From an optimization exercise on the open Yosys and OpenROAD flow, aimed at a short achievable clock period; shortcuts taken in it are not production practice. At most, simulation tests tie the RTL to the original design; equivalence was not proved. The RTL of runs 2 to 5 was laid out without a check of its function. In every run shown here, the design's own scripts or RTL, not TritonCTS, make the clock network. The flow treats the clock pin as an ideal source. Dropping or thinning the clock tree relies on that and would not hold on a real chip. No activity file was given, so power comes from the tool's default toggle rates.

File: flow/flow/run.sh
#!/bin/bash
# Layout flow: the standard ORFS flow, with the clock tree built by
# flow/cts_tree.tcl (a balanced two-stage buffer tree) in place of TritonCTS.
set -euo pipefail
here=$(pwd)
export PRE_CTS_TCL="$here/flow/cts_tree.tcl"
bash standard.sh > "$here/standard_flow.log" 2>&1
File: flow/flow/cts_tree.tcl
# Sourced by ORFS's cts.tcl before clock_tree_synthesis (PRE_CTS_TCL).
# Replaces TritonCTS with a balanced two-stage clock tree: the clock port
# feeds a few root buffers, one per group of sinks, and each root buffer
# feeds leaf buffers that each drive a tight cluster of flip-flops. Every
# flip-flop sees the same number of buffer stages.

set ::ct_buf   sky130_fd_sc_hd__clkbuf_16
set ::ct_roots 4
set ::ct_leaf_size 24

proc ct_kmeans { pts k iters } {
  # pts: list of {x y item}; returns a list of k lists of points
  set n [llength $pts]
  if { $k >= $n } {
    set out {}
    foreach p $pts { lappend out [list $p] }
    return $out
  }
  # seed centres with points spread along the sorted x+y order
  set sorted [lsort -real -index 0 [lmap p $pts { list [expr {[lindex $p 0] + [lindex $p 1]}] $p }]]
  set cs {}
  for { set i 0 } { $i < $k } { incr i } {
    set p [lindex [lindex $sorted [expr {int(($i + 0.5) * $n / $k)}]] 1]
    lappend cs [list [lindex $p 0] [lindex $p 1]]
  }
  # cap on cluster size so no leaf is overloaded
  set cap [expr {int(ceil(double($n) / $k * 1.15))}]
  for { set it 0 } { $it < $iters } { incr it } {
    # assign points, nearest centre first, respecting the cap
    set pairs {}
    set pi 0
    foreach p $pts {
      set ci 0
      foreach c $cs {
        set d [expr {abs([lindex $p 0] - [lindex $c 0]) + abs([lindex $p 1] - [lindex $c 1])}]
        lappend pairs [list $d $pi $ci]
        incr ci
      }
      incr pi
    }
    set pairs [lsort -real -index 0 $pairs]
    set assigned [lrepeat $n -1]
    set counts [lrepeat $k 0]
    foreach pr $pairs {
      lassign $pr d pi ci
      if { [lindex $assigned $pi] >= 0 } { continue }
      if { [lindex $counts $ci] >= $cap } { continue }
      lset assigned $pi $ci
      lset counts $ci [expr {[lindex $counts $ci] + 1}]
    }
    set groups [lrepeat $k {}]
    set pi 0
    foreach p $pts {
      set ci [lindex $assigned $pi]
      lset groups $ci [concat [lindex $groups $ci] [list $p]]
      incr pi
    }
    set ncs {}
    set ci 0
    foreach g $groups {
      if { [llength $g] == 0 } {
        lappend ncs [lindex $cs $ci]
      } else {
        set sx 0.0; set sy 0.0
        foreach p $g { set sx [expr {$sx + [lindex $p 0]}]; set sy [expr {$sy + [lindex $p 1]}] }
        lappend ncs [list [expr {$sx / [llength $g]}] [expr {$sy / [llength $g]}]]
      }
      incr ci
    }
    set cs $ncs
  }
  set out {}
  foreach g $groups { if { [llength $g] > 0 } { lappend out $g } }
  return $out
}

proc ct_centre { g } {
  set sx 0.0; set sy 0.0
  foreach p $g { set sx [expr {$sx + [lindex $p 0]}]; set sy [expr {$sy + [lindex $p 1]}] }
  return [list [expr {int($sx / [llength $g])}] [expr {int($sy / [llength $g])}]]
}

proc ct_place_buf { block master name xy } {
  set inst [odb::dbInst_create $block $master $name]
  # keep the buffer inside the core
  set core [$block getCoreArea]
  set x [expr {max([$core xMin], min([lindex $xy 0], [$core xMax] - [$master getWidth]))}]
  set y [expr {max([$core yMin], min([lindex $xy 1], [$core yMax] - [$master getHeight]))}]
  $inst setLocation $x $y
  $inst setPlacementStatus PLACED
  return $inst
}

proc ct_build {} {
  set db [ord::get_db]
  set block [ord::get_db_block]
  set master [$db findMaster $::ct_buf]
  set clk_port [$block findBTerm clk]
  set clk_net [$clk_port getNet]

  # sinks: every instance pin on the clock net
  set pts {}
  foreach it [$clk_net getITerms] {
    set inst [$it getInst]
    set loc [$inst getLocation]
    lappend pts [list [lindex $loc 0] [lindex $loc 1] $it]
  }
  set nsinks [llength $pts]
  puts "ct: $nsinks sinks"

  set groups [ct_kmeans $pts $::ct_roots 30]
  set ri 0
  foreach g $groups {
    set nleaf [expr {int(ceil(double([llength $g]) / $::ct_leaf_size))}]
    set leaves [ct_kmeans $g $nleaf 30]
    set root [ct_place_buf $block $master "ctroot_$ri" [ct_centre $g]]
    set rnet [odb::dbNet_create $block "ct_rootnet_$ri"]
    $rnet setSigType CLOCK
    [$root findITerm X] connect $rnet
    [$root findITerm A] connect $clk_net
    set li 0
    foreach lg $leaves {
      set leaf [ct_place_buf $block $master "ctleaf_${ri}_$li" [ct_centre $lg]]
      set lnet [odb::dbNet_create $block "ct_leafnet_${ri}_$li"]
      $lnet setSigType CLOCK
      [$leaf findITerm A] connect $rnet
      [$leaf findITerm X] connect $lnet
      foreach p $lg {
        set it [lindex $p 2]
        $it disconnect
        $it connect $lnet
      }
      puts "ct: root $ri leaf $li drives [llength $lg] sinks"
      incr li
    }
    incr ri
  }
  $clk_net setSigType CLOCK
}

if { [info commands ct_orig_cts] eq "" } {
  rename clock_tree_synthesis ct_orig_cts
}
proc clock_tree_synthesis { args } {
  puts "ct: custom two-stage clock tree instead of clock_tree_synthesis $args"
  ct_build
}
File: flow/standard.sh
#!/bin/bash
# synth_recipe.tcl (not shown) runs the flow's synth.tcl, then flattens the netlist and writes it again
# the make line also repeats each setting of config.mk as NAME=value (left out here)
make -C /OpenROAD-flow-scripts/flow DESIGN_CONFIG=/design/flow/config.mk WORK_HOME=/design/flow/orfs CLKGATE_MAP_FILE= SYNTH_SCRIPT=/design/flow/synth_recipe.tcl "${@:-finish}"
File: flow/config.mk
export PLATFORM = sky130hd
export DESIGN_NAME = ts0710_codec
export DESIGN_NICKNAME = ts0710_codec
export VERILOG_FILES = /design/flow/design.v
export SDC_FILE = /design/flow/constraint.sdc
export NUM_CORES = 4
export LEC_CHECK = 0
export ABC_CLOCK_PERIOD_IN_PS = 1800
export CAP_MARGIN = 20
export CORE_MARGIN = 2
export CORE_UTILIZATION = 40
export SETUP_SLACK_MARGIN = 3.6
export SLEW_MARGIN = 20
export TNS_END_PERCENT = 100
File: flow/constraint.sdc
create_clock -name core_clock -period 5.5 [get_ports {clk}]
set_input_delay 1.1000 -clock core_clock [delete_from_list [all_inputs] [get_ports {clk}]]
set_output_delay 1.1000 -clock core_clock [all_outputs]
set_load 0.01 [all_outputs]
File: flow/design.v
module ts0710_crc_step (
    input  wire [7:0] crc_in,
    input  wire [7:0] data,
    output reg  [7:0] crc_out
);
    integer k;
    always @* begin
        crc_out = crc_in ^ data;
        for (k = 0; k < 8; k = k + 1) begin
            if (crc_out[0])
                crc_out = (crc_out >> 1) ^ 8'hE0;
            else
                crc_out = crc_out >> 1;
        end
    end
endmodule
module ts0710_rx #(
    parameter [15:0] ACC_CAP = 16'd32774
) (
    input  wire        clk,
    input  wire        rst,
    input  wire        compat,      
    input  wire        flush,       
    input  wire        rx_valid,
    input  wire [7:0]  rx_data,
    output reg         code_valid,
    output reg  [3:0]  code,
    output reg  [7:0]  frm_addr,
    output reg  [7:0]  frm_ctrl,
    output reg  [15:0] frm_len,
    output reg  [7:0]  frm_fcs,
    output reg         pay_valid,
    output reg  [7:0]  pay_data,
    output reg         in_frame,
    output reg  [15:0] acc_len,
    output reg         ev_ok,
    output reg         ev_bad,
    output reg         ev_csum,
    output reg         ev_ovf
);
    localparam [7:0] FLAG = 8'hF9;
    localparam [3:0] C_DROPPED      = 4'd0,
                     C_STARTED      = 4'd1,
                     C_APPENDED     = 4'd2,
                     C_COLLAPSED    = 4'd3,
                     C_FRAME_OK     = 4'd4,
                     C_FRAME_BAD    = 4'd5,
                     C_FRAME_CSUM   = 4'd6,
                     C_OVF_DROPPED  = 4'd7,
                     C_OVF_RESTART  = 4'd8;
    reg         nf;          
    reg  [15:0] accp1;       
    reg  [15:0] accm5;       
    reg         at_cap;      
    reg         is1;         
    reg         ph1;         
    reg         ph2;         
    reg         ph3;         
    reg         ph4;         
    reg         post;        
    reg  [14:0] rem;         
    reg         remnz;       
    reg         ge;          
    reg         ex;          
    reg  [7:0]  addr_r;      
    reg  [7:0]  ctrl_r;      
    reg  [7:0]  len0_r;      
    reg  [14:0] len_r;       
    reg  [7:0]  prev1;       
    reg  [7:0]  prev2;       
    reg  [7:0]  crc_r;       
    reg         pend;        
    wire        ctrl_uih  = ((ctrl_r & 8'hEF) == 8'hEF);
    wire        ctrl_ua   = ((ctrl_r & 8'hEF) == 8'h63);
    wire        quirk_len = post & (len0_r == 8'hFF);
    wire        std_pay   = post & ~ge & remnz;
    wire        qrk_pay   = (rem[6:1] != 6'h3F);    
    wire        pay_here  = quirk_len ? qrk_pay : std_pay;
    wire        covered   = ~post | (std_pay & ~ctrl_uih);
    wire        live      = ~nf & ~at_cap;          
    wire        kill      = is1 | ge;               
    wire        rem_is1   = (rem == 15'd1);
    wire [7:0]  crc_fold;
    ts0710_crc_step u_crc (.crc_in(crc_r), .data(prev1), .crc_out(crc_fold));
    wire        fcs_match = ((~crc_r) == prev1);
    wire [3:0]  cmpl_code_c0 = ~ex ? C_FRAME_BAD : (fcs_match ? C_FRAME_OK : C_FRAME_CSUM);
    wire [3:0]  cmpl_code_c1 = quirk_len ? C_FRAME_OK :
                               (~ex ? C_FRAME_BAD :
                                ((fcs_match | ctrl_ua) ? C_FRAME_OK : C_FRAME_CSUM));
    wire [3:0]  code_live_flag = is1 ? C_COLLAPSED : C_APPENDED;
    wire [15:0] accp2;       
    wire [15:0] accm4;       
    wire [14:0] rem_m1;      
    genvar gi;
    generate
        for (gi = 0; gi < 16; gi = gi + 1) begin : g_inc
            if (gi == 0) begin : g0
                assign accp2[0] = ~accp1[0];
                assign accm4[0] = ~accm5[0];
            end else begin : gn
                assign accp2[gi] = accp1[gi] ^ (&accp1[gi-1:0]);
                assign accm4[gi] = accm5[gi] ^ (&accm5[gi-1:0]);
            end
        end
        for (gi = 0; gi < 15; gi = gi + 1) begin : g_dec
            if (gi == 0) begin : g0
                assign rem_m1[0] = ~rem[0];
            end else begin : gn
                assign rem_m1[gi] = rem[gi] ^ ~(|rem[gi-1:0]);
            end
        end
    endgenerate
    wire        accp1_cap = (accp1 == ACC_CAP);
    wire        is_flag = (rx_data == FLAG);
    wire        idle    = ~live | flush;
    wire        ovf     = at_cap & ~nf & ~flush;
    wire        kf      = is_flag & kill;           
    wire        start   = rx_valid & idle & is_flag;
    reg  [3:0]  code_n;
    always @* begin
        if (idle)
            code_n = is_flag ? (ovf ? C_OVF_RESTART : C_STARTED)
                             : (ovf ? C_OVF_DROPPED : C_DROPPED);
        else if (!is_flag)
            code_n = C_APPENDED;
        else if (ge)
            code_n = compat ? cmpl_code_c1 : cmpl_code_c0;
        else
            code_n = code_live_flag;
    end
    wire        cmpl_now = rx_valid & ~idle & is_flag & ge;
    wire        qrk_ok   = compat & quirk_len;
    wire        sum_ok   = fcs_match | (compat & ctrl_ua);
    wire        ok_c     = qrk_ok | (ex & sum_ok);
    wire        bad_c    = ~qrk_ok & ~ex;
    wire        csum_c   = ~qrk_ok & ex & ~sum_ok;
    wire        in_frame_n = rx_valid ? (idle ? is_flag : ~(is_flag & ge))
                                      : (~flush & ~nf);
    wire [15:0] acc_len_app = {accp1[15:1] & {15{~kf}}, kf ? is1 : accp1[0]};
    wire [15:0] acc_len_n   = rx_valid ? (idle ? {15'd0, is_flag} : acc_len_app)
                                       : (flush ? 16'd0 : acc_len);
    always @(posedge clk) begin
        if (rst) begin
            code_valid <= 1'b0;
            pay_valid  <= 1'b0;
            in_frame   <= 1'b0;
            nf         <= 1'b1;
            acc_len    <= 16'd0;
            ev_ok      <= 1'b0;
            ev_bad     <= 1'b0;
            ev_csum    <= 1'b0;
            ev_ovf     <= 1'b0;
        end else begin
            code_valid <= rx_valid;
            pay_valid  <= rx_valid & ~flush & live & pay_here;
            in_frame   <= in_frame_n;
            nf         <= ~in_frame_n;
            acc_len    <= acc_len_n;
            ev_ok      <= cmpl_now & ok_c;
            ev_bad     <= cmpl_now & bad_c;
            ev_csum    <= cmpl_now & csum_c;
            ev_ovf     <= rx_valid & ovf;
        end
    end
    always @(posedge clk) begin
        code     <= code_n;
        pay_data <= quirk_len ? prev2 : rx_data;
        frm_len  <= (compat & quirk_len) ? accm5 : {1'b0, len_r};
        if (rx_valid) begin
            if (idle) begin
                accp1 <= 16'd2;
                accm5 <= 16'hFFFC;
            end else begin
                accp1 <= {accp2[15:1], is1 ? ~is_flag : accp2[0]};
                accm5 <= {accm4[15:1], is1 ? ~is_flag : accm4[0]};
            end
            at_cap <= ~idle & accp1_cap;
            is1    <= is_flag & (idle | is1);
        end
        if (ph1) addr_r <= rx_data;
        if (ph2) ctrl_r <= rx_data;
        if (ph3) len0_r <= rx_data;
        frm_addr <= addr_r;
        frm_ctrl <= ctrl_r;
        if (ph3)
            len_r <= {8'd0, rx_data[7:1]};
        else if (ph4)
            len_r <= {rx_data, len0_r[7:1]};
        if (ph3) begin
            rem   <= {8'd0, rx_data[7:1]};
            remnz <= |rx_data[7:1];
        end else if (ph4) begin
            rem   <= {rx_data, len0_r[7:1]};
            remnz <= |{rx_data, len0_r[7:1]};
        end else if (rx_valid & std_pay) begin
            rem   <= rem_m1;
            remnz <= ~rem_is1;
        end
        if (rx_valid) begin
            prev1 <= rx_data;
            prev2 <= prev1;
        end
        frm_fcs <= prev1;
        pend <= rx_valid & covered;
        if (ph1)
            crc_r <= 8'hFF;
        else if (pend)
            crc_r <= crc_fold;
        if (start) begin
            ph1 <= 1'b1;
            ph2 <= 1'b0;
            ph3 <= 1'b0;
            ph4 <= 1'b0;
            post <= 1'b0;
            ge  <= 1'b0;
            ex  <= 1'b0;
        end else if (rx_valid) begin
            ph1  <= ph1 & is_flag;
            ph2  <= ph1 & ~is_flag;
            ph3  <= ph2;
            ph4  <= ph3 & ~rx_data[0];
            post <= post | ph4 | (ph3 & rx_data[0]);
            if (post & ~ge & ~remnz) begin
                ge <= 1'b1;
                ex <= 1'b1;
            end
            if (ge)
                ex <= 1'b0;
        end
    end
endmodule
module ts0710_tx (
    input  wire        clk,
    input  wire        rst,
    input  wire        tx_start,
    input  wire [7:0]  tx_addr,
    input  wire [7:0]  tx_ctrl,
    input  wire [15:0] tx_len,
    output reg         tx_ready,    
    input  wire        tx_pl_valid,
    input  wire [7:0]  tx_pl_data,
    output reg         tx_pl_ready,  
    output reg         tx_valid,
    output reg  [7:0]  tx_data,
    output reg         len_err      
);
    localparam [7:0] FLAG = 8'hF9;
    reg        st_addr, st_ctrl, st_len0, st_len1, st_fcs, st_close;
    reg [7:0]  addr_r;
    reg [7:0]  ctrl_r;
    reg [14:0] len_r;
    reg [14:0] rem;         
    reg [7:0]  crc_r;       
    reg        idle_n;
    reg        pay_n;
    reg [7:0]  txb_n;
    wire       idle = ~idle_n;
    wire       pay  = ~pay_n;
    wire [7:0] txb  = ~txb_n;
    reg        pend;        
    wire       ctrl_uih  = ((ctrl_r & 8'hEF) == 8'hEF);
    wire       short_len = (len_r[14:7] == 8'd0);
    wire       zero_len  = short_len & (len_r[6:0] == 7'd0);
    wire [7:0] len_b0    = {len_r[6:0], short_len};
    wire [7:0] len_b1    = len_r[14:7];
    reg        last;        
    wire [14:0] rem_m1;
    genvar gi;
    generate
        for (gi = 0; gi < 15; gi = gi + 1) begin : g_dec
            if (gi == 0) begin : g0
                assign rem_m1[0] = ~rem[0];
            end else begin : gn
                assign rem_m1[gi] = rem[gi] ^ ~(|rem[gi-1:0]);
            end
        end
    endgenerate
    wire [7:0] crc_fold;
    ts0710_crc_step u_crc (.crc_in(crc_r), .data(txb), .crc_out(crc_fold));
    wire [7:0] crc_cur = pend ? crc_fold : crc_r;
    wire       go   = tx_start & idle & ~tx_len[15];
    wire       take = pay & tx_pl_valid;
    wire       ready_n = (idle & ~go) | st_close;
    wire       pl_n    = (st_len0 & short_len & ~zero_len) | st_len1 |
                         (pay & ~(tx_pl_valid & last));
    wire [7:0] data_n  = ({8{st_addr}} & addr_r)     |
                         ({8{st_ctrl}} & ctrl_r)     |
                         ({8{st_len0}} & len_b0)     |
                         ({8{st_len1}} & len_b1)     |
                         ({8{pay}}     & tx_pl_data) |
                         ({8{st_fcs}}  & ~crc_cur)   |
                         ({8{idle | st_close}} & FLAG);
    always @(posedge clk) begin
        if (rst) begin
            tx_ready    <= 1'b1;
            idle_n      <= 1'b0;
            tx_pl_ready <= 1'b0;
            pay_n       <= 1'b1;
            st_addr     <= 1'b0;
            st_ctrl     <= 1'b0;
            st_len0     <= 1'b0;
            st_len1     <= 1'b0;
            st_fcs      <= 1'b0;
            st_close    <= 1'b0;
            tx_valid    <= 1'b0;
            len_err     <= 1'b0;
        end else begin
            len_err     <= tx_start & idle & tx_len[15];
            tx_ready    <= ready_n;
            idle_n      <= ~ready_n;
            st_addr     <= go;
            st_ctrl     <= st_addr;
            st_len0     <= st_ctrl;
            st_len1     <= st_len0 & ~short_len;
            tx_pl_ready <= pl_n;
            pay_n       <= ~pl_n;
            st_fcs      <= (st_len0 & zero_len) | (take & last);
            st_close    <= st_fcs;
            tx_valid    <= go | st_addr | st_ctrl | st_len0 | st_len1 |
                           take | st_fcs | st_close;
        end
    end
    always @(posedge clk) begin
        last <= take ? (rem == 15'd2) : (rem == 15'd1);
        if (idle) begin
            addr_r <= tx_addr | 8'h01;
            ctrl_r <= tx_ctrl;
            len_r  <= tx_len[14:0];
            rem    <= tx_len[14:0];
        end else if (take) begin
            rem <= rem_m1;
        end
        if (idle)
            crc_r <= 8'hFF;
        else if (pend)
            crc_r <= crc_fold;
        pend <= st_addr | st_ctrl | st_len0 | st_len1 | (take & ~ctrl_uih);
        tx_data <= data_n;
        txb_n   <= ~data_n;
    end
endmodule
module ts0710_codec (
    input  wire        clk,
    input  wire        rst,           
    input  wire        compat,        
    input  wire        stat_clr,      
    input  wire        rx_valid,
    input  wire [7:0]  rx_data,
    input  wire        rx_flush,      
    output wire        rx_code_valid,
    output wire [3:0]  rx_code,
    output wire [7:0]  frm_addr,
    output wire [7:0]  frm_ctrl,
    output wire [15:0] frm_len,
    output wire [7:0]  frm_fcs,
    output wire        pay_valid,
    output wire [7:0]  pay_data,
    output wire        in_frame,
    output wire [15:0] acc_len,
    input  wire        tx_start,
    input  wire [7:0]  tx_addr,
    input  wire [7:0]  tx_ctrl,
    input  wire [15:0] tx_len,
    output wire        tx_ready,
    input  wire        tx_pl_valid,
    input  wire [7:0]  tx_pl_data,
    output wire        tx_pl_ready,
    output wire        tx_valid,
    output wire [7:0]  tx_data,
    output reg  [31:0] cnt_ok,
    output reg  [31:0] cnt_framing,
    output reg  [31:0] cnt_checksum,
    output reg  [31:0] cnt_overflow,
    output reg  [3:0]  err_flags      
);
    wire tx_len_err;
    wire ev_ok, ev_bad, ev_csum, ev_ovf;
    ts0710_rx u_rx (
        .clk        (clk),
        .rst        (rst),
        .compat     (compat),
        .flush      (rx_flush),
        .rx_valid   (rx_valid),
        .rx_data    (rx_data),
        .code_valid (rx_code_valid),
        .code       (rx_code),
        .frm_addr   (frm_addr),
        .frm_ctrl   (frm_ctrl),
        .frm_len    (frm_len),
        .frm_fcs    (frm_fcs),
        .pay_valid  (pay_valid),
        .pay_data   (pay_data),
        .in_frame   (in_frame),
        .acc_len    (acc_len),
        .ev_ok      (ev_ok),
        .ev_bad     (ev_bad),
        .ev_csum    (ev_csum),
        .ev_ovf     (ev_ovf)
    );
    ts0710_tx u_tx (
        .clk         (clk),
        .rst         (rst),
        .tx_start    (tx_start),
        .tx_addr     (tx_addr),
        .tx_ctrl     (tx_ctrl),
        .tx_len      (tx_len),
        .tx_ready    (tx_ready),
        .tx_pl_valid (tx_pl_valid),
        .tx_pl_data  (tx_pl_data),
        .tx_pl_ready (tx_pl_ready),
        .tx_valid    (tx_valid),
        .tx_data     (tx_data),
        .len_err     (tx_len_err)
    );
    reg clr_d;
    always @(posedge clk) begin
        if (rst) clr_d <= 1'b0;
        else     clr_d <= stat_clr;
    end
    wire [31:0] ok_next, bad_next, csum_next, ovf_next;
    ts0710_counter u_cnt_ok   (.clk(clk), .rst(rst), .clr(clr_d), .ev(ev_ok),   .cnt(cnt_ok),       .cnt_next(ok_next));
    ts0710_counter u_cnt_bad  (.clk(clk), .rst(rst), .clr(clr_d), .ev(ev_bad),  .cnt(cnt_framing),  .cnt_next(bad_next));
    ts0710_counter u_cnt_csum (.clk(clk), .rst(rst), .clr(clr_d), .ev(ev_csum), .cnt(cnt_checksum), .cnt_next(csum_next));
    ts0710_counter u_cnt_ovf  (.clk(clk), .rst(rst), .clr(clr_d), .ev(ev_ovf),  .cnt(cnt_overflow), .cnt_next(ovf_next));
    wire [3:0] err_base = clr_d ? 4'd0 : err_flags;
    always @(posedge clk) begin
        if (rst) begin
            cnt_ok       <= 32'd0;
            cnt_framing  <= 32'd0;
            cnt_checksum <= 32'd0;
            cnt_overflow <= 32'd0;
            err_flags    <= 4'd0;
        end else begin
            cnt_ok       <= ok_next;
            cnt_framing  <= bad_next;
            cnt_checksum <= csum_next;
            cnt_overflow <= ovf_next;
            err_flags    <= err_base | {tx_len_err, ev_ovf, ev_csum, ev_bad};
        end
    end
endmodule
module ts0710_counter (
    input  wire        clk,
    input  wire        rst,
    input  wire        clr,
    input  wire        ev,
    input  wire [31:0] cnt,
    output wire [31:0] cnt_next
);
    reg  [2:0]  ones;       
    wire [31:0] base   = clr ? 32'd0 : cnt;
    wire [2:0]  bones  = clr ? 3'd0 : ones;
    wire [3:0]  inc;
    assign inc[0] = ev;
    assign inc[1] = ev & bones[0];
    assign inc[2] = ev & bones[0] & bones[1];
    assign inc[3] = ev & bones[0] & bones[1] & bones[2];
    genvar b, i;
    generate
        for (b = 0; b < 4; b = b + 1) begin : g_byte
            for (i = 0; i < 8; i = i + 1) begin : g_bit
                if (i == 0) begin : g0
                    assign cnt_next[8*b] = base[8*b] ^ inc[b];
                end else begin : gn
                    assign cnt_next[8*b+i] = base[8*b+i] ^ (inc[b] & (&base[8*b+i-1:8*b]));
                end
            end
        end
    endgenerate
    wire [2:0] ones_next;
    genvar k;
    generate
        for (k = 0; k < 3; k = k + 1) begin : g_ones
            assign ones_next[k] = inc[k] ? (base[8*k+7:8*k] == 8'hFE) : bones[k];
        end
    endgenerate
    always @(posedge clk) begin
        if (rst) ones <= 3'd0;
        else     ones <= ones_next;
    end
endmodule
==> results of run 1 <==
## area by class of cell
type                            instances  area, µm²
Tap cell                              585      732.0
Buffer                                 25      625.6
Timing Repair Buffer                  537       5708
Multi-Input combinational cell       1130       7899
Inverter                               58      234.0
Sequential cell                       425      10240
Fill cell                            3593      17540
## flip-flops by register name (all words and copies together), names as in the netlist, 15 cells and up
register      flops
u_rx.accp1       16
u_tx.rem         15
cnt_ok           32
u_rx.len_r       15
u_rx.frm_len     16
cnt_framing      32
cnt_overflow     32
u_rx.acc_len     16
u_rx.rem         15
cnt_checksum     32
u_rx.accm5       16
u_tx.len_r       15
## metrics by stage
stage | instance area [µm²] | worst slack (ps) | utilization (%) | instances
3_3_place_gp | 20780 | 2200 | 48.35 | 2477
3_5_place_dp | 20780 | 2170 | 48.35 | 2477
2_1_floorplan | 17590 | 3221 | - | 1676
5_1_grt | 25440 | 3335 | 59.19 | 2760
4_1_cts | 23090 | 3113 | 53.73 | 2582
6_report | 25440 | 3366 | 59.19 | 2760
## critical path: cells and delay by family
family / cells / cell delay [ps]
buf+inv: 5 / 680
simple gates: 3 / 310
compound gates: 2 / 300
## cell usage in the layout, fill, tap and decap left out, types with 47 or more instances in the layout
cell type	n
dfxtp_1	94
nor2b_1	69
nor2_1	202
dfxtp_4	59
a21oi_1	78
nand2_1	119
inv_1	47
buf_4	202
buf_6	216
xor2_1	51
nand3_1	55
edfxtp_1	134
xnor2_1	86
dfxtp_2	138
## worst min path at each step
stage	from	to	slack [ps]	cells past startpoint
2_1_floorplan	u_rx.addr_r[0]	u_rx.frm_addr[0]	320	0
3_3_place_gp	u_rx.addr_r[4]	u_rx.frm_addr[4]	320	0
3_5_place_dp	u_rx.addr_r[2]	u_rx.frm_addr[2]	330	0
4_1_cts	u_rx.addr_r[2]	u_rx.frm_addr[2]	330	0
5_1_grt	u_rx.addr_r[2]	u_rx.frm_addr[2]	350	0
6_report	u_rx.addr_r[7]	u_rx.frm_addr[7]	350	0
## metal layers
metal  share of wire [%]  up-vias  wire length [µm]  GRT usage (%)
met4                 2.5        0              1245          4.630
met5                   0        -                 0              0
met1                  43     6822             21630          28.22
met3                 5.5       80              2767          2.555
met2                  49      392             24880          35.54
li1                    -     6818                 -              -
## power by group
part	switching, mW	leakage [nW]	internal (mW)
sequential	0.141	3.74	3.37
clock	0.968	0.308	0.817
combinational	0.391	6.15	0.477
total	1.50	10.2	4.67
## what timing repair did
item                                    in CTS  in global routing
endpoints found under the setup margin     635                315
hold buffers                                 0                  0
pin swaps                                   88                 36
gates cloned                                24                  0
buffers inserted                            56                178
resized for setup                          542               1180
## cell families (layout without fill, tap and decap cells)
family	after synthesis	count (layout)
buffers and inverters	123	620
xor gates and xnor gates	154	154
muxes	35	35
DFF	425	425
adders and majority gates	37	37
and+or+nand+nor	685	687
AOI/OAI and AO/OA	217	217
==> metrics.md, run 1 <==
| Metric | Value |
|---|---|
| Status | no timing/DRC/antenna violations |
| Headroom to the max-slew limit | ~45% |
| Crit path kind | in -> reg |
| Final Hold Viols | 0 |
| CP arrival | approximately 2400 ps |
| Compound-gate portion of the synthesized area | 7.338% |
| Achievable clock frequency | approximately 470 MHz |
| TritonRoute pass-1 iters | 5 |
| Gr usage total | 20.80% |
| Crit path required time | between 5000 and 6000 ps |
| CP Launch Type | input pin |
| Share of async-settable or async-resettable flops after synthesis | 0% |
| Initial antenna violation count | 0 |
| R2R Setup Slk | 3610 ps |
| Final-stage net count | roughly 2300 |
| Fin crit period | 2134 ps |
| Die area | 45120 µm² |
| Top Ports | 270 |
| Die height | 212.4 µm |
| Setup TNS | 0 ps |
| Synth-to-Final Area Change | 46.42% |
| Drt total wl | between 50000 and 60000 µm |
| Post-DP HPWL | slightly below 30000 µm |
| XOR/XNOR Fraction of Synth Area | under 10% |
| Area contributors post-synth | dfxtp_1, edfxtp_1, xnor2_1, nor2_1, nand2_1 |
| Vias post-DR | about 14000 |
| Die W | ~210 µm |
| Leakage | just over 10 nW |
| Overall power | approximately 6.2 mW |
| Critical-path top delay cell | a21oi_4 |
| Std-Cell Rows | 76 |
| Synth unique cells | 62 |
| IO Port Bufs | around 270 |
| CP Capture Type | flop |
| RSZ-0062 raised after global routing | true |
| DRT iter0 DRCs | between 900 and 1000 |
| Worst skew pair latency | ~340 ps |
| Max Fanout on Critical Path | 8 |
| Critical Path Start | rx_data[6] |
| Max Clock Skew | around 25 ps |
| R2R Path End | u_rx.accm5[15] |
| Core area | ~43000 µm² |
| R2R cell count | 7 |
| Vias in the first global route | roughly 13000 |
| Cells along the critical path | buf_12 -> nand4_1 -> nor4_4 -> buf_4 -> buf_12 -> buf_12 -> a21oi_4 -> buf_12 -> a22oi_2 -> nor2_1 |
| GRT overflow | 0 |
| Sequential element share of the synthesized area | about 57% |
| R2R Path Start | u_rx.accm5[0] |
| Yosys top cell area share | approximately 34% |
| Starting Density | a little over 40% |
| Post-synthesis simple-gate area fraction | between 10% and 20% |
| Post-route ant nets | 0 |
| Largest family of logic cells by synthesized area | simple AND/OR/NAND/NOR gates |
| Ratio of final minimum period to clock period | about two fifths |
| Synth warnings | 5 |
| Max-Cap Viols | 0 |
| Syn Inst Count | 1676 |
| Hold_ws | roughly 350 ps |
| First-pass GRT wire length | between 70000 and 80000 µm |
| # DRC | 0 |
| Worst Setup EP | u_rx.acc_len[8] |
| Syn Std Cell Area | 17380 µm² |
| Mux share of post-synthesis cell area | 2.203% |
| Setup violators final | 0 |
| Main flop type after synthesis | dfxtp_1 |
| Actual slew at the worst max-slew pin | 826.8 ps |
| Yosys reg bits | between 400 and 500 |
| Reg clk slew, reported paths | about 90 ps |
| Synth top cells by count | dfxtp_1, nor2_1, nand2_1 |
| GPL Wtd Cong | about 0.86 |
| Adder-cell share of the synthesized area | roughly 2.7% |
| Average vias per placed instance | between 5 and 6 |
| Layout cells sized above 1 | 41.52% |
| HP Class | reg -> reg |
| Cell taking the most area after synthesis | dfxtp_1 |
| CP most frequent cell | buf_12 |
| Slew Viols, Final | 0 |
| # diodes | 0 |
| Cell with the most instances after synthesis | dfxtp_1 |
| Pwr Density | roughly 240 nW/µm² |
| Number of synthesized flops with an enable pin | around 130 |
| Pin count of the biggest net entering global routing | 51 |
| Crit-path max cell delay | between 200 and 250 ps |
| Syn avg cell area | a little over 10 µm² |
| Per-cell routed wire length | between 15 and 20 µm |
| Peak VDD IR | ~260 µV |
==> run 2, diff against run 1 <==
--- a/flow/design.v
+++ b/flow/design.v
@@ -49,8 +49,9 @@
                      C_OVF_DROPPED  = 4'd7,
                      C_OVF_RESTART  = 4'd8;
     reg         nf;          
-    reg  [15:0] accp1;       
-    reg  [15:0] accm5;       
+    reg  [15:1] accp1_hi;    
+    reg         accp1_lo;    
+    wire [15:0] accp1 = {accp1_hi, accp1_lo};
     reg         at_cap;      
     reg         is1;         
     reg         ph1;         
@@ -89,17 +90,14 @@
                                 ((fcs_match | ctrl_ua) ? C_FRAME_OK : C_FRAME_CSUM));
     wire [3:0]  code_live_flag = is1 ? C_COLLAPSED : C_APPENDED;
     wire [15:0] accp2;       
-    wire [15:0] accm4;       
     wire [14:0] rem_m1;      
     genvar gi;
     generate
         for (gi = 0; gi < 16; gi = gi + 1) begin : g_inc
             if (gi == 0) begin : g0
                 assign accp2[0] = ~accp1[0];
-                assign accm4[0] = ~accm5[0];
             end else begin : gn
                 assign accp2[gi] = accp1[gi] ^ (&accp1[gi-1:0]);
-                assign accm4[gi] = accm5[gi] ^ (&accm5[gi-1:0]);
             end
         end
         for (gi = 0; gi < 15; gi = gi + 1) begin : g_dec
@@ -111,71 +109,86 @@
         end
     endgenerate
     wire        accp1_cap = (accp1 == ACC_CAP);
+    wire [15:0] accm5;
+    assign accm5[0] = accp1[0];
+    assign accm5[1] = ~accp1[1];
+    assign accm5[2] = accp1[2] ^ accp1[1];
+    assign accm5[3] = ~(accp1[3] ^ (accp1[1] & accp1[2]));
+    generate
+        for (gi = 4; gi < 16; gi = gi + 1) begin : g_m6
+            assign accm5[gi] = ~(accp1[gi] ^ ((|accp1[gi-1:3]) | (accp1[1] & accp1[2])));
+        end
+    endgenerate
     wire        is_flag = (rx_data == FLAG);
     wire        idle    = ~live | flush;
     wire        ovf     = at_cap & ~nf & ~flush;
-    wire        kf      = is_flag & kill;           
-    wire        start   = rx_valid & idle & is_flag;
-    reg  [3:0]  code_n;
-    always @* begin
-        if (idle)
-            code_n = is_flag ? (ovf ? C_OVF_RESTART : C_STARTED)
-                             : (ovf ? C_OVF_DROPPED : C_DROPPED);
-        else if (!is_flag)
-            code_n = C_APPENDED;
-        else if (ge)
-            code_n = compat ? cmpl_code_c1 : cmpl_code_c0;
-        else
-            code_n = code_live_flag;
-    end
-    wire        cmpl_now = rx_valid & ~idle & is_flag & ge;
     wire        qrk_ok   = compat & quirk_len;
     wire        sum_ok   = fcs_match | (compat & ctrl_ua);
     wire        ok_c     = qrk_ok | (ex & sum_ok);
     wire        bad_c    = ~qrk_ok & ~ex;
     wire        csum_c   = ~qrk_ok & ex & ~sum_ok;
-    wire        in_frame_n = rx_valid ? (idle ? is_flag : ~(is_flag & ge))
-                                      : (~flush & ~nf);
-    wire [15:0] acc_len_app = {accp1[15:1] & {15{~kf}}, kf ? is1 : accp1[0]};
-    wire [15:0] acc_len_n   = rx_valid ? (idle ? {15'd0, is_flag} : acc_len_app)
-                                       : (flush ? 16'd0 : acc_len);
+    wire        cmpl_c   = ~rst & rx_valid & ~idle & ge;
+    wire [3:0]  cmpl_code = compat ? cmpl_code_c1 : cmpl_code_c0;
+    wire        adv      = post & ~ge & ~remnz;     
+    localparam NXW = 33;
+    wire [NXW-1:0] nx_f1, nx_f0, nx;
+    genvar fl;
+    generate
+        for (fl = 0; fl < 2; fl = fl + 1) begin : g_nx
+            wire        f     = (fl == 1);
+            wire        start = rx_valid & idle & f;
+            wire [3:0]  c_n   = idle ? (f ? (ovf ? C_OVF_RESTART : C_STARTED)
+                                          : (ovf ? C_OVF_DROPPED : C_DROPPED))
+                                     : (~f ? C_APPENDED : (ge ? cmpl_code : code_live_flag));
+            wire        in_n  = ~rst & (rx_valid ? (idle ? f : ~(f & ge)) : (~flush & ~nf));
+            wire [15:0] al_n  = rst ? 16'd0 :
+                                rx_valid ? (idle ? {15'd0, f} :
+                                            ((f & kill) ? {15'd0, is1} : accp1))
+                                         : (flush ? 16'd0 : acc_len);
+            wire        a0_n  = rx_valid ? (idle ? 1'b0 : (is1 ? ~f : accp2[0])) : accp1[0];
+            wire        is1_n = rx_valid ? (f & (idle | is1)) : is1;
+            wire        ph1_n = start | (~rx_valid & ph1) | (rx_valid & ~idle & ph1 & f);
+            wire        ph2_n = ~start & (rx_valid ? (ph1 & ~f) : ph2);
+            wire        ph3_n = ~start & (rx_valid ? ph2 : ph3);
+            wire        ph4_n = ~start & (rx_valid ? (ph3 & ~rx_data[0]) : ph4);
+            wire        pst_n = ~start & (rx_valid ? (post | ph4 | (ph3 & rx_data[0])) : post);
+            wire        ge_n  = ~start & (rx_valid ? (ge | adv) : ge);
+            wire        ex_n  = ~start & (rx_valid ? (adv | (ex & ~ge)) : ex);
+            wire [NXW-1:0] v  = {c_n,
+                                 cmpl_c & f & ok_c, cmpl_c & f & bad_c, cmpl_c & f & csum_c,
+                                 in_n, al_n, a0_n, is1_n,
+                                 ph1_n, ph2_n, ph3_n, ph4_n, pst_n, ge_n, ex_n};
+            if (fl == 1) begin : g1
+                assign nx_f1 = v;
+            end else begin : g0
+                assign nx_f0 = v;
+            end
+        end
+    endgenerate
+    ts0710_fsel #(.W(NXW)) u_fsel (.s(is_flag), .a(nx_f1), .b(nx_f0), .y(nx));
+    always @(posedge clk) begin
+        {code, ev_ok, ev_bad, ev_csum, in_frame, acc_len} <= nx[32:9];
+        nf       <= ~nx[25];
+        accp1_lo <= nx[8];
+        {is1, ph1, ph2, ph3, ph4, post, ge, ex} <= nx[7:0];
+    end
     always @(posedge clk) begin
         if (rst) begin
             code_valid <= 1'b0;
             pay_valid  <= 1'b0;
-            in_frame   <= 1'b0;
-            nf         <= 1'b1;
-            acc_len    <= 16'd0;
-            ev_ok      <= 1'b0;
-            ev_bad     <= 1'b0;
-            ev_csum    <= 1'b0;
             ev_ovf     <= 1'b0;
         end else begin
             code_valid <= rx_valid;
             pay_valid  <= rx_valid & ~flush & live & pay_here;
-            in_frame   <= in_frame_n;
-            nf         <= ~in_frame_n;
-            acc_len    <= acc_len_n;
-            ev_ok      <= cmpl_now & ok_c;
-            ev_bad     <= cmpl_now & bad_c;
-            ev_csum    <= cmpl_now & csum_c;
             ev_ovf     <= rx_valid & ovf;
         end
     end
     always @(posedge clk) begin
-        code     <= code_n;
         pay_data <= quirk_len ? prev2 : rx_data;
         frm_len  <= (compat & quirk_len) ? accm5 : {1'b0, len_r};
         if (rx_valid) begin
-            if (idle) begin
-                accp1 <= 16'd2;
-                accm5 <= 16'hFFFC;
-            end else begin
-                accp1 <= {accp2[15:1], is1 ? ~is_flag : accp2[0]};
-                accm5 <= {accm4[15:1], is1 ? ~is_flag : accm4[0]};
-            end
-            at_cap <= ~idle & accp1_cap;
-            is1    <= is_flag & (idle | is1);
+            accp1_hi <= idle ? 15'd1 : accp2[15:1];
+            at_cap      <= ~idle & accp1_cap;
         end
         if (ph1) addr_r <= rx_data;
         if (ph2) ctrl_r <= rx_data;
@@ -206,29 +219,18 @@
             crc_r <= 8'hFF;
         else if (pend)
             crc_r <= crc_fold;
-        if (start) begin
-            ph1 <= 1'b1;
-            ph2 <= 1'b0;
-            ph3 <= 1'b0;
-            ph4 <= 1'b0;
-            post <= 1'b0;
-            ge  <= 1'b0;
-            ex  <= 1'b0;
-        end else if (rx_valid) begin
-            ph1  <= ph1 & is_flag;
-            ph2  <= ph1 & ~is_flag;
-            ph3  <= ph2;
-            ph4  <= ph3 & ~rx_data[0];
-            post <= post | ph4 | (ph3 & rx_data[0]);
-            if (post & ~ge & ~remnz) begin
-                ge <= 1'b1;
-                ex <= 1'b1;
-            end
-            if (ge)
-                ex <= 1'b0;
-        end
     end
 endmodule
+module ts0710_fsel #(
+    parameter W = 1
+) (
+    input  wire         s,
+    input  wire [W-1:0] a,
+    input  wire [W-1:0] b,
+    output wire [W-1:0] y
+);
+    assign y = s ? a : b;
+endmodule
 module ts0710_tx (
     input  wire        clk,
     input  wire        rst,
==> run 2 against run 1 <==
Against the previous run:
- critical endpoint is now u_rx.code[2]
- synthesized cell count shrank 0.66%
- highest routed layer unchanged
- power shrank 3.5%
- fmax down 6.1%
- die area decreased by 3.2%
- still clean on timing, DRC and antenna
- sequential share of layout area is 0.94 points higher
- critical path type unchanged
- global-route usage decreased by 0.58 points
==> metrics.md, run 2 <==
| Metric | Value |
|---|---|
| Max-Cap Viols | 0 |
| Commonest non-fill, non-tap cell in the layout | buf_6 |
| Clock power share | ~28% |
| # DRC | 0 |
| Share of async-settable or async-resettable flops after synthesis | 0% |
| Die W | between 200 and 250 µm |
| Post-route ant nets | 0 |
| Syn Std Cell Area | 16800 µm² |
| R2R cell count | 5 |
| CP Launch Type | input pin |
| Leakage | roughly 9.4 nW |
| Critical-path top delay cell | or4_4 |
| Syn Inst Count | roughly 1700 |
| CP arrival | between 2000 and 3000 ps |
| First-pass GRT wire length | roughly 70000 µm |
| Overall power | approximately 5.9 mW |
| Achievable clock frequency | roughly 440 MHz |
| Std-Cell Rows | 75 |
| Cell taking the most area after synthesis | dfxtp_1 |
| Area post-placement | between 20000 and 25000 µm² |
| RSZ-0062 raised after global routing | true |
| Gr usage total | 20.22% |
| Die height | 208.9 µm |
| Psw | 1.508 mW |
| GRT overflow | 0 |
| Hold depth | 0 |
| WP buf/inv | 2 |
| Synth warnings | 5 |
| Crit path required time | roughly 5700 ps |
| Syn avg cell area | a little over 10 µm² |
| DRT iter0 DRCs | between 900 and 1000 |
| Setup WS post-layout | about 3200 ps |
| Yosys top cell area share | about 35% |
| Peak VDD IR | between 200 and 300 µV |
| CP Depth | 6 |
| Status | no timing/DRC/antenna violations |
| Yosys reg bits | slightly above 400 |
| Ratio of final minimum period to clock period | between 40 and 50% |
| Slew Viols, Final | 0 |
| Worst path top cell family by delay | simple AND/OR/NAND/NOR gates |
| Cell with the most instances after synthesis | dfxtp_1 |
| Starting Density | 40.32% |
| Synth unique cells | between 60 and 70 |
| Final-stage net count | between 2000 and 2500 |
| # diodes | 0 |
| HP Class | reg -> reg |
| Reg clk slew, reported paths | 90 ps |
| Core area | about 42000 µm² |
| Fin crit period | between 2000 and 2500 ps |
| Die area | approximately 44000 µm² |
| IO Port Bufs | ~270 |
| Vias in the first global route | around 12000 |
| Setup violators final | 0 |
| Most frequent cells in the layout | buf_6, nor2_1, buf_4, dfxtp_2, nand2_1 |
| Switching portion of total power | 25.35% |
| Per-cell routed wire length | approximately 18 µm |
| Max Clock Skew | around 33 ps |
| Final instance area | roughly 24000 µm² |
| Final Hold Viols | 0 |
| Area contributors post-synth | dfxtp_1, edfxtp_1, xnor2_1, nor2_1, nand2_1 |
| Top Ports | 270 |
| Place WS | between 1500 and 2000 ps |
| CP Capture Type | flop |
| Combinational share of power | between 10 and 15% |
| Average vias per placed instance | between 5 and 6 |
| Worst skew pair latency | between 300 and 400 ps |
| Layout cells sized above 1 | about two fifths |
| Vias post-DR | between 10000 and 15000 |
| Initial antenna violation count | 0 |
| Crit-path max cell delay | between 600 and 700 ps |
| GPL Wtd Cong | around 0.84 |
| Setup TNS | 0 ps |
| Drt total wl | about 49000 µm |
| Sequential element share of the synthesized area | between 50% and 60% |
| Post-DP HPWL | roughly 30000 µm |
| Synth-to-Final Area Change | 41.20% |
| Actual slew at the worst max-slew pin | between 800 and 900 ps |
| Synth top cells by count | dfxtp_1, nor2_1, nand2_1 |
| Main flop type after synthesis | dfxtp_1 |
| Pin count of the biggest net entering global routing | 70 |
| Cts hold-fix bufs | 0 |
| Finished Core Util | between 50% and 60% |
| Flop pwr share | roughly 57% |
| Pwr Density | ~250 nW/µm² |
| Crit path kind | in -> reg |
| Max Fanout on Critical Path | 10 |
| Int Power | roughly 4.4 mW |
| TritonRoute pass-1 iters | 5 |
| Cells along the critical path | buf_12 -> or4_4 -> buf_6 -> nor3b_4 -> a21oi_1 -> nor3_2 |
| Number of synthesized flops with an enable pin | 119 |
| Headroom to the max-slew limit | between 40% and 50% |
==> run 2: changes by cell type after synthesis, moves of 7 or more <==
cell | previous run | this run
clkbuf_1 | 51 | 77
edfxtp_1 | 134 | 119
inv_1 | 56 | 42
mux2_2 | 26 | 17
o21ai_0 | 49 | 57
buf_2 | 9 | 2
==> run 2: worst register-to-register path: stages, from the launching register on <==
cell and delay, ps:
edfxtp_1 450, xnor2_2 220, xnor3_1 470, xnor2_1 160
o21ai_1 120, or3b_4 370
==> run 2: cell type report <==
class / count / area [µm²]
Multi-Input combinational cell: 1132 / 7724
Buffer: 22 / 550.5
Sequential cell: 409 / 9774
Inverter: 43 / 168.9
Fill cell: 3621 / 17940
Timing Repair inverter: 1 / 5.005
Timing Repair Buffer: 495 / 4826
Tap cell: 539 / 674.4
==> run 2: metrics by stage <==
stage                     instances  hold WS, ps
after floorplan                1665        323.3
after global placement         2396        326.0
after detailed placement       2396        327.8
after CTS                      2475        327.8
after global routing           2641        355.1
final                          2641        348.5
==> run 2: final timing paths <==
kind | from | endpoint | slack (ps)
max | rx_data[1] | u_rx.code[2] | 3230
min | u_rx.addr_r[6] | u_rx.frm_addr[6] | 350
max reg2reg | u_rx.prev1[6] | u_rx.crc_r[5] | 3620
min reg2reg | u_rx.addr_r[6] | u_rx.frm_addr[6] | 350
==> run 2: logic make-up (layout without fill, tap and decap cells) <==
kind of cell	Yosys count	in the layout	share of synthesized area, %
AOI/OAI and AO/OA	216	217	7.537
xor gates and xnor gates	162	162	9.153
adders and majority gates	34	34	2.532
buffers and inverters	128	561	2.882
DFF	409	409	55.82
muxes	31	31	1.973
and+or+nand+nor	685	688	20.10
==> run 2: routing by layer <==
metal	wire [µm]	part of all wire (%)	up-vias	global-route usage, %
li1	-	-	6597	-
met3	2484	5.1	58	2.525
met2	23800	49	350	34.90
met1	21180	43	6638	27.28
met4	1226	2.5	0	4.236
met5	0	0	-	0
==> run 2: power groups by stage <==
stage | Sequential [mW] | Combinational (mW) | Clock [mW]
3_3_place_gp | 3.49 | 0.708 | 0
6_report | 3.42 | 0.878 | 1.65
4_1_cts | 3.50 | 0.790 | 1.25
2_1_floorplan | 3.45 | 0.499 | 0
5_1_grt | 3.44 | 0.958 | 1.79
3_5_place_dp | 3.49 | 0.721 | 0
==> run 2: repair_timing <==
action | CTS | global route
gates resized for setup | 465 | 1221
setup endpoints to repair | 612 | 380
gates cloned | 7 | 3
setup buffers | 50 | 163
pin swaps | 69 | 54
==> run 3, diff against run 2 <==
--- a/flow/config.mk
+++ b/flow/config.mk
@@ -11,4 +11,6 @@
 export CORE_UTILIZATION = 40
 export SETUP_SLACK_MARGIN = 3.6
 export SLEW_MARGIN = 20
+export SYNTH_HIERARCHICAL = 1
+export SYNTH_MINIMUM_KEEP_SIZE = 0
 export TNS_END_PERCENT = 100
==> run 3 against run 2 <==
Against the previous run:
- critical path depth is the same
- clock skew is essentially flat
- combinational power rose by 8.0%
- first-iteration DRC count up 9.7%
- cell area grew 13%
- sequential share of layout area shrank 4.9 points
==> metrics.md, run 3 <==
| Metric | Value |
|---|---|
| Leakage | 10.47 nW |
| First-pass GRT wire length | a little over 80000 µm |
| Most frequent cells in the layout | buf_4, buf_6, nor2b_1, dfxtp_2, nor2_1 |
| Worst path top cell family by delay | simple AND/OR/NAND/NOR gates |
| DRT iter0 DRCs | about 1000 |
| GPL Wtd Cong | 0.7959 |
| Max Clock Skew | between 30 and 40 ps |
| Slew Viols, Final | 0 |
| Post-DP HPWL | about 32000 µm |
| TritonRoute pass-1 iters | 5 |
| Placed cell count | around 2700 |
| Core area | ~46000 µm² |
| GRT overflow | 0 |
| Drt total wl | roughly 56000 µm |
| Cell with the most instances after synthesis | dfxtp_1 |
| Cells along the critical path | buf_16 -> buf_16 -> nand4b_1 -> or3_4 -> or4_4 -> a311oi_2 |
| Die W | between 200 and 250 µm |
| Fin crit period | between 2000 and 2500 ps |
| # DRC | 0 |
| Int Power | approximately 4.5 mW |
| Syn Inst Count | around 1900 |
| HP Class | reg -> reg |
| Sequential element share of the synthesized area | 49.91% |
| Max-Cap Viols | 0 |
| Cts hold-fix bufs | 0 |
| Std-Cell Rows | 79 |
| Yosys reg bits | ~400 |
| Finished Core Util | 57.92% |
| Overall power | around 6.0 mW |
| Synth unique cells | 65 |
| Final Hold Viols | 0 |
| Peak VDD IR | approximately 290 µV |
| Crit-path max cell delay | around 430 ps |
| Main flop type after synthesis | dfxtp_1 |
| Per-cell routed wire length | around 19 µm |
| Gr usage total | between 20% and 30% |
| Clock power share | roughly 28% |
| Hold_ws | between 300 and 400 ps |
| Headroom to the max-slew limit | a little over two fifths |
| Critical Path Start | rx_valid |
| Synth warnings | 11 |
| Psw | roughly 1.5 mW |
| Post-route ant nets | 0 |
| Worst skew pair latency | 350 ps |
| Synth top cells by count | dfxtp_1, nor2b_1, nand2_1, nor2_1, edfxtp_1 |
| CP arrival | between 2000 and 2500 ps |
| Setup TNS | 0 ps |
| Pin count of the biggest net entering global routing | 58 |
| Actual slew at the worst max-slew pin | roughly 850 ps |
| Crit path kind | in -> reg |
| CP Capture Type | flop |
| Synth-to-Final Area Change | 43.34% |
| WP buf/inv | 2 |
| Syn avg cell area | 10.00 µm² |
| Crit path required time | between 5000 and 6000 ps |
| Share of async-settable or async-resettable flops after synthesis | 0% |
| Die height | 220.4 µm |
| Vias post-DR | 15940 |
| Status | no timing/DRC/antenna violations |
| Pwr Density | 224.6 nW/µm² |
| Layout cells sized above 1 | 41.05% |
| Area post-placement | 21890 µm² |
| CP most frequent cell | buf_16 |
| Initial antenna violation count | 0 |
| Layout Cells excl Fill | about 3000 |
| Cell taking the most area after synthesis | dfxtp_1 |
| Flop pwr share | 56.5% |
| CP Launch Type | input pin |
| Area contributors post-synth | dfxtp_1, edfxtp_1, nor2b_1, xnor2_1, nand2_1 |
| Reg clk slew, reported paths | 90 ps |
| Commonest non-fill, non-tap cell in the layout | buf_4 |
| Setup violators final | 0 |
| Yosys top cell area share | ~31% |
| Combinational share of power | 15.7% |
| Switching portion of total power | approximately a quarter |
| Achievable clock frequency | 463.7 MHz |
| Syn Std Cell Area | ~19000 µm² |
| Vias in the first global route | between 10000 and 15000 |
| Ratio of final minimum period to clock period | between 30% and 40% |
| Average vias per placed instance | approximately 5.3 |
| Setup WS post-layout | between 3000 and 4000 ps |
| Die area | slightly below 50000 µm² |
| IO Port Bufs | 268 |
| Final instance area | 26850 µm² |
| # diodes | 0 |
| Number of synthesized flops with an enable pin | ~120 |
| R2R Path Start | u_rx.rem[0] |
| Max Fanout on Critical Path | 3 |
| Final-stage net count | between 2000 and 2500 |
| Top Ports | 270 |
| RSZ-0062 raised after global routing | true |
| Starting Density | between 40% and 50% |
| Place WS | 1847 ps |
| HP Start | u_rx.addr_r[4] |
| Critical-path top delay cell | or4_4 |
run 3: timing repair:
item / in CTS / in global routing
gates resized for setup: 522 / 1218
buffers inserted: 94 / 178
pin swaps: 50 / 50
endpoints found under the setup margin: 577 / 354
cloned: 23 / 4
hold endpoints to repair: 0 / 0
run 3: layer usage:
layer | global-route usage, % | share of wire [%]
met5 | 0 | 0
met4 | 5.817 | 2.9
met3 | 2.076 | 5.1
met2 | 35.46 | 49
met1 | 27.57 | 43
run 3: worst paths after layout:
kind,end,slack (ps),depth (start not counted)
hold / removal,u_rx.frm_addr[4],350,0
hold reg to reg,u_rx.frm_addr[4],350,0
setup / recovery,u_rx.rem[13],3340,6
setup reg to reg,u_rx.rem[13],3340,6
run 3: logic make-up after synthesis:
group                    count (synthesis)  share of synthesized area, %
buffers and inverters                  177                         4.415
AND/OR/NAND/NOR                        789                         23.48
other                                    1                       0.02002
AO/OA/AOI/OAI                          251                         8.276
flip-flops                             409                         49.91
multiplexers                            88                         5.771
XOR/XNOR                               129                         6.192
adder cells (fa/ha/maj)                 29                         1.937
run 3: cell type report:
cell class	instances	area [µm²]
inverters	79	311.5
multi-input cells	1296	9434
repair buffers	573	6026
well taps	607	759.5
plain buffers	23	575.6
fillers	3895	19510
flip-flops and latches	409	9744
run 3: power groups by stage:
stage	combinational, mW	sequential (mW)	clock (mW)
after floorplan	0.545	3.44	0
after global placement	0.742	3.48	0
after detailed placement	0.756	3.49	0
after CTS	0.869	3.49	1.28
after global routing	1.03	3.42	1.84
final	0.948	3.41	1.68
run 3: modules after synthesis (local to each module, per instance), a selection:
module,cells inside,cell area [µm²],flip-flops and latches
ts0710_rx,628,7034,181
ts0710_tx,284,3246,83
ts0710_crc_step,22,207.7,0
ts0710_codec,288,3617,133
ts0710_counter,148,965.9,3
==> run 4, diff against run 3 <==
--- a/flow/config.mk
+++ b/flow/config.mk
@@ -5,7 +5,7 @@
 export SDC_FILE = /design/flow/constraint.sdc
 export NUM_CORES = 4
 export LEC_CHECK = 0
-export ABC_CLOCK_PERIOD_IN_PS = 1800
+export ABC_CLOCK_PERIOD_IN_PS = 1000
 export CAP_MARGIN = 20
 export CORE_MARGIN = 2
 export CORE_UTILIZATION = 40
==> run 4 against run 3 <==
Against the previous run:
- sequential share of layout area unchanged
- via count stayed put
- synthesized cell count stayed put
==> metrics.md, run 4 <==
| Metric | Value |
|---|---|
| Status | no timing/DRC/antenna violations |
| Core area | 46360 µm² |
| Multi-input gate area | around 9400 µm² |
| Vias post-DR | 15940 |
| Die height | 220.4 µm |
| Synth unique cells | 65 |
| Register Area | about 9700 µm² |
| Setup violators final | 0 |
| Per-cell routed wire length | between 15 and 20 µm |
| Layout cells sized above 1 | between 40% and 50% |
| Most frequent cells in the layout | buf_4, buf_6, nor2b_1, dfxtp_2, nor2_1 |
| Worst skew pair latency | ~350 ps |
| Cell taking the most area after synthesis | dfxtp_1 |
| Compound-gate portion of the synthesized area | just over 8% |
| Syn Inst Count | between 1500 and 2000 |
| R2R Path End | u_rx.rem[13] |
| GPL Wtd Cong | 0.7959 |
| Largest family of logic cells by synthesized area | simple AND/OR/NAND/NOR gates |
| Cell with the most instances after synthesis | dfxtp_1 |
| Hold_ws | about 350 ps |
| Headroom to the max-slew limit | between 40% and 50% |
| IO Port Bufs | 268 |
| R2R Path Start | u_rx.rem[0] |
| Commonest non-fill, non-tap cell in the layout | buf_4 |
| Die W | ~220 µm |
| Yosys top cell area share | around 31% |
| Cts hold-fix bufs | 0 |
| Drt total wl | roughly 56000 µm |
| Main flop type after synthesis | dfxtp_1 |
| RSZ-0062 raised after global routing | true |
| Worst Setup EP | u_rx.rem[13] |
| DRT iter0 DRCs | slightly above 1000 |
| R2R Setup Slk | 3340 ps |
| Die area | between 40000 and 50000 µm² |
| Syn Std Cell Area | between 15000 and 20000 µm² |
| Placed cell count | around 2700 |
| CP Capture Type | flop |
| Average vias per placed instance | around 5.3 |
| Crit path kind | in -> reg |
| # DRC | 0 |
| CP Launch Type | input pin |
| HP Class | reg -> reg |
| Mux share of post-synthesis cell area | roughly 5.8% |
| Slew Viols, Final | 0 |
| Share of async-settable or async-resettable flops after synthesis | 0% |
| Filler Cell Count | just under 4000 |
| Area contributors post-synth | dfxtp_1, edfxtp_1, nor2b_1, xnor2_1, nand2_1 |
| Sequential element share of the synthesized area | about half |
| Critical Path Start | rx_valid |
| XOR/XNOR Fraction of Synth Area | 6.192% |
| Yosys reg bits | roughly 400 |
| Pwr Density | around 220 nW/µm² |
| Gr usage total | 20.63% |
| GRT overflow | 0 |
| Actual slew at the worst max-slew pin | 848.3 ps |
| Synth warnings | 11 |
| Syn avg cell area | about 10 µm² |
| Post-DP HPWL | roughly 32000 µm |
| Synth-to-Final Area Change | 43.34% |
| Setup TNS | 0 ps |
| TritonRoute pass-1 iters | 5 |
| Number of synthesized flops with an enable pin | 116 |
| Final-stage net count | between 2000 and 2500 |
| Crit path required time | about 5800 ps |
| R2R cell count | 6 |
| Max Clock Skew | 33.10 ps |
| Reg clk slew, reported paths | around 90 ps |
| First-pass GRT wire length | 80540 µm |
| Pin count of the biggest net entering global routing | 58 |
| Achievable clock frequency | 463.7 MHz |
| Layout Cells excl Fill | 2987 |
| Peak VDD IR | ~290 µV |
| Area post-placement | roughly 22000 µm² |
| Fin crit period | roughly 2200 ps |
| Vias in the first global route | approximately 15000 |
| Final instance area | 26850 µm² |
| Starting Density | about 40% |
| # diodes | 0 |
| Post-route ant nets | 0 |
| Std-Cell Rows | ~80 |
| Max-Cap Viols | 0 |
| CP arrival | between 2000 and 2500 ps |
| Top Ports | 270 |
| Max Fanout on Critical Path | 3 |
| Final Hold Viols | 0 |
| Adder-cell share of the synthesized area | 1.937% |
| Ratio of final minimum period to clock period | about two fifths |
| Synth top cells by count | dfxtp_1, nor2b_1, nand2_1, nor2_1, edfxtp_1 |
| Leakage | roughly 10 nW |
| Post-synthesis simple-gate area fraction | 23.48% |
| Initial antenna violation count | 0 |
-- run 4: worst max-delay path, stage by stage --
cell and delay (ps):
buf_16 100, buf_16 110, nand4b_1 120, or3_4 360
or4_4 430, a311oi_2 200
-- run 4: area by class of cell --
type,count,share of cell area (%)
repair buffers,573,22.44
plain buffers,23,2.144
multi-input cells,1296,35.14
well taps,607,2.829
flip-flops and latches,409,36.29
inverters,79,1.160
-- run 4: metal layers --
layer	GRT usage [%]	vias up	part of all wire (%)	wire length, µm
li1	-	7590	-	-
met1	27.57	7796	43	23710
met2	35.46	467	49	27590
met3	2.076	89	5.1	2844
met4	5.817	0	2.9	1628
met5	0	-	0	0
-- run 4: how the worst min path moves through the flow --
stage	start	endpoint	slack [ps]	cells past startpoint
after global placement	u_rx.addr_r[5]	u_rx.frm_addr[5]	330	0
after floorplan	u_rx.addr_r[0]	u_rx.frm_addr[0]	320	0
after global routing	u_rx.addr_r[3]	u_rx.frm_addr[3]	360	0
after CTS	u_rx.addr_r[4]	u_rx.frm_addr[4]	330	0
after detailed placement	u_rx.addr_r[4]	u_rx.frm_addr[4]	330	0
final	u_rx.addr_r[4]	u_rx.frm_addr[4]	350	0
-- run 4: what timing repair did --
item                                    4_1_cts  5_1_grt
setup buffers                                94      178
cloned                                       23        4
endpoints found under the setup margin      577      354
resized for setup                           522     1218
pin swaps                                    50       50
-- run 4: cells by family (layout without fill, tap and decap cells) --
family	Yosys count	in the layout
DFF	409	409
xor gates and xnor gates	129	129
other	1	4
muxes	88	88
buffers and inverters	177	675
AOI/OAI and AO/OA	251	251
adders and majority gates	29	29
and+or+nand+nor	789	795
-- run 4: report_power, final --
| group | leakage, nW | internal (mW) | total, mW | switching, mW |
|---|---|---|---|---|
| registers | 3.62 | 3.24 | 3.41 | 0.163 |
| logic | 6.56 | 0.519 | 0.948 | 0.430 |
| clock network | 0.283 | 0.754 | 1.68 | 0.923 |
-- run 4: Yosys stat by module (local to each module, per instance), a selection --
| module | flops+latches | cells inside | cell area [µm²] |
|---|---|---|---|
| ts0710_codec | 133 | 288 | 3617 |
| ts0710_rx | 181 | 628 | 7034 |
| ts0710_crc_step | 0 | 22 | 207.7 |
| ts0710_counter | 3 | 148 | 965.9 |
| ts0710_tx | 83 | 284 | 3246 |
-- run 4: metrics by stage --
| stage | total power [mW] | utilization, % | setup slack [ps] |
|---|---|---|---|
| final | 6.031 | 57.92 | 3343 |
| after global routing | 6.299 | 57.92 | 3296 |
| after CTS | 5.643 | 52.49 | 2896 |
| after detailed placement | 4.241 | 47.21 | 1847 |
| after global placement | 4.223 | 47.21 | 1943 |
| after floorplan | 3.988 | - | 3132 |
==> run 5, diff against run 4 <==
--- a/flow/design.v
+++ b/flow/design.v
@@ -420,10 +420,10 @@
         else     clr_d <= stat_clr;
     end
     wire [31:0] ok_next, bad_next, csum_next, ovf_next;
-    ts0710_counter u_cnt_ok   (.clk(clk), .rst(rst), .clr(clr_d), .ev(ev_ok),   .cnt(cnt_ok),       .cnt_next(ok_next));
-    ts0710_counter u_cnt_bad  (.clk(clk), .rst(rst), .clr(clr_d), .ev(ev_bad),  .cnt(cnt_framing),  .cnt_next(bad_next));
-    ts0710_counter u_cnt_csum (.clk(clk), .rst(rst), .clr(clr_d), .ev(ev_csum), .cnt(cnt_checksum), .cnt_next(csum_next));
-    ts0710_counter u_cnt_ovf  (.clk(clk), .rst(rst), .clr(clr_d), .ev(ev_ovf),  .cnt(cnt_overflow), .cnt_next(ovf_next));
+    ts0710_counter u_cnt_ok   (.clk(clk), .rst(rst), .clr(clr_d), .ev(ev_ok),   .cnt_next(ok_next));
+    ts0710_counter u_cnt_bad  (.clk(clk), .rst(rst), .clr(clr_d), .ev(ev_bad),  .cnt_next(bad_next));
+    ts0710_counter u_cnt_csum (.clk(clk), .rst(rst), .clr(clr_d), .ev(ev_csum), .cnt_next(csum_next));
+    ts0710_counter u_cnt_ovf  (.clk(clk), .rst(rst), .clr(clr_d), .ev(ev_ovf),  .cnt_next(ovf_next));
     wire [3:0] err_base = clr_d ? 4'd0 : err_flags;
     always @(posedge clk) begin
         if (rst) begin
@@ -446,11 +446,11 @@
     input  wire        rst,
     input  wire        clr,
     input  wire        ev,
-    input  wire [31:0] cnt,
     output wire [31:0] cnt_next
 );
+    reg  [31:0] ncnt;       
     reg  [2:0]  ones;       
-    wire [31:0] base   = clr ? 32'd0 : cnt;
+    wire [31:0] base   = clr ? 32'd0 : ~ncnt;
     wire [2:0]  bones  = clr ? 3'd0 : ones;
     wire [3:0]  inc;
     assign inc[0] = ev;
@@ -477,7 +477,12 @@
         end
     endgenerate
     always @(posedge clk) begin
-        if (rst) ones <= 3'd0;
-        else     ones <= ones_next;
+        if (rst) begin
+            ones <= 3'd0;
+            ncnt <= 32'hFFFFFFFF;
+        end else begin
+            ones <= ones_next;
+            ncnt <= ~cnt_next;
+        end
     end
 endmodule
==> run 5 against run 4 <==
Against the previous run:
- sequential cell count grew 128
- still clean
- clock skew decreased by 4.3 ps
- largest cell class unchanged
- area after synthesis grew 21%
- largest power group unchanged
- final cell count increased by 11%
- fmax is 2.0% lower
- combinational power is 4.3% higher
==> metrics.md, run 5 <==
| Metric | Value |
|---|---|
| Synth warnings | 11 |
| Int Power | approximately 5.6 mW |
| Worst path top cell family by delay | simple AND/OR/NAND/NOR gates |
| Register Area | 12150 µm² |
| Met1 usage | 25.57% |
| Main flop type after synthesis | dfxtp_1 |
| First-pass GRT wire length | 95970 µm |
| Synth unique cells | between 70 and 80 |
| Peak VDD IR | roughly 330 µV |
| Filler Cell Count | ~4900 |
| Initial antenna violation count | 0 |
| Final instance area | between 20000 and 30000 µm² |
| Crit-path max cell delay | approximately 430 ps |
| Combinational share of power | 13.3% |
| Crit path kind | reg -> reg |
| Gr usage total | 20.19% |
| CP arrival | about 2500 ps |
| Starting Density | around two fifths |
| GRT overflow | 0 |
| Achievable clock frequency | 454.2 MHz |
| Die W | between 200 and 250 µm |
| Setup TNS | 0 ps |
| Slew Viols, Final | 0 |
| Status | no timing/DRC/antenna violations |
| Pin count of the biggest net entering global routing | 50 |
| Top Ports | 270 |
| GPL Wtd Cong | 0.8765 |
| Yosys reg bits | between 500 and 600 |
| Std-Cell Rows | 87 |
| Sequential element share of the synthesized area | 52.75% |
| Post-route ant nets | 0 |
| Final Hold Viols | 0 |
| TritonRoute pass-1 iters | 5 |
| Ratio of final minimum period to clock period | 40.03% |
| CP most frequent cell | or3_4 |
| DRT iter0 DRCs | around 1100 |
| Headroom to the max-slew limit | ~47% |
| Core area | ~56000 µm² |
| Multi-input gate area | about 11000 µm² |
| Met2 usage | 35.83% |
| Average vias per placed instance | about 5.3 |
| Met3 Usage GRT | roughly 2.7% |
| Max-Cap Viols | 0 |
| Syn Std Cell Area | 22580 µm² |
| Actual slew at the worst max-slew pin | between 700 and 800 ps |
| Synth-to-Final Area Change | 32.71% |
| Crit path required time | just under 6000 ps |
| Layout cells sized above 1 | a little over a third |
| Die area | slightly below 60000 µm² |
[run 5: changes by cell type in the layout (fill, tap and decap cells not counted), sizes merged, moves of 32 or more]
cell	delta
buf	-90
o31ai	-36
xnor2	-32
nor4	+36
nor2	+76
dfxtp	+128
or4	-36
or2	+43
or3	+40
nor3	+56
a21oi	-40
[run 5: final cells by class]
class	instances	area share, %
buffer	27	2.255
timing repair inverter	1	0.02505
inverter	59	0.8392
sequential	537	40.53
tap	756	3.156
multi-input combinational	1485	36.52
timing repair buffer	465	16.67
[run 5: per-stage QoR]
| step | power (mW) | cells | worst slack, ps |
|---|---|---|---|
| final | 7.427 | 3330 | 3298 |
| after global routing | 7.725 | 3330 | 3251 |
| after CTS | 6.962 | 3263 | 2946 |
| after detailed placement | 5.245 | 3109 | 1785 |
| after global placement | 5.222 | 3109 | 1937 |
| after floorplan | 4.971 | 2196 | 3132 |
[run 5: path summary, 6_finish.rpt]
| kind | start | to | cells past startpoint |
|---|---|---|---|
| max reg2reg | u_rx.rem[1] | u_rx.rem[14] | 6 |
| min reg2reg | u_rx.addr_r[4] | u_rx.frm_addr[4] | 0 |
| max | u_rx.rem[1] | u_rx.rem[14] | 6 |
| min | u_rx.addr_r[4] | u_rx.frm_addr[4] | 0 |
[run 5: what timing repair did]
action | 4_1_cts | 5_1_grt
buffers inserted | 101 | 63
gates resized for setup | 551 | 1091
cloned | 26 | 4
pin swaps | 58 | 46
endpoints found under the setup margin | 724 | 404
[run 5: power by group through the flow]
stage	clock network (mW)	registers (mW)	logic [mW]
CTS	1.58	4.44	0.944
floorplan	0	4.39	0.576
finish	2.08	4.36	0.989
global placement	0	4.44	0.786
global route	2.27	4.38	1.07
detailed placement	0	4.44	0.802
[run 5: worst register-to-register path, stage by stage (launching register included)]
cell      delay (ps)
edfxtp_1         430
inv_2            110
ha_4             130
or3b_4           390
or3_4            420
or3_4            380
a311oi_2         260
[run 5: layer usage]
metal	part of all wire (%)	vias up	routed length [µm]
li1	-	8467	-
met2	49	490	31010
met1	42	8556	26680
met3	5.3	108	3312
met4	3.1	0	1974
met5	0	-	0
[run 5: cell families after synthesis]
logic type / count (synthesis) / share of synthesized area [%]
DFF: 537 / 52.75
other: 1 / 0.01661
adders and majority gates: 25 / 1.385
AOI/OAI and AO/OA: 263 / 8.107
and+or+nand+nor: 965 / 23.95
muxes: 100 / 5.297
xor gates and xnor gates: 117 / 4.671
buffers and inverters: 185 / 3.818
[run 5: Yosys stat by module, one instance, submodules excluded, a selection]
module,cells inside,area [µm²],times used,flip-flops and latches
ts0710_codec,288,3617,1,133
ts0710_counter,228,1928,4,35
ts0710_crc_step,22,207.7,2,0
ts0710_rx,628,7034,1,181
ts0710_tx,284,3246,1,83

Check on run 5: ideal ports give 3.298 ns setup slack; a clkbuf_16 on the clock port and buf_2 on the inputs give 3.298 ns; moving port delays by the midpoint clock arrival (0.480 ns) as well gives 2.933 ns.
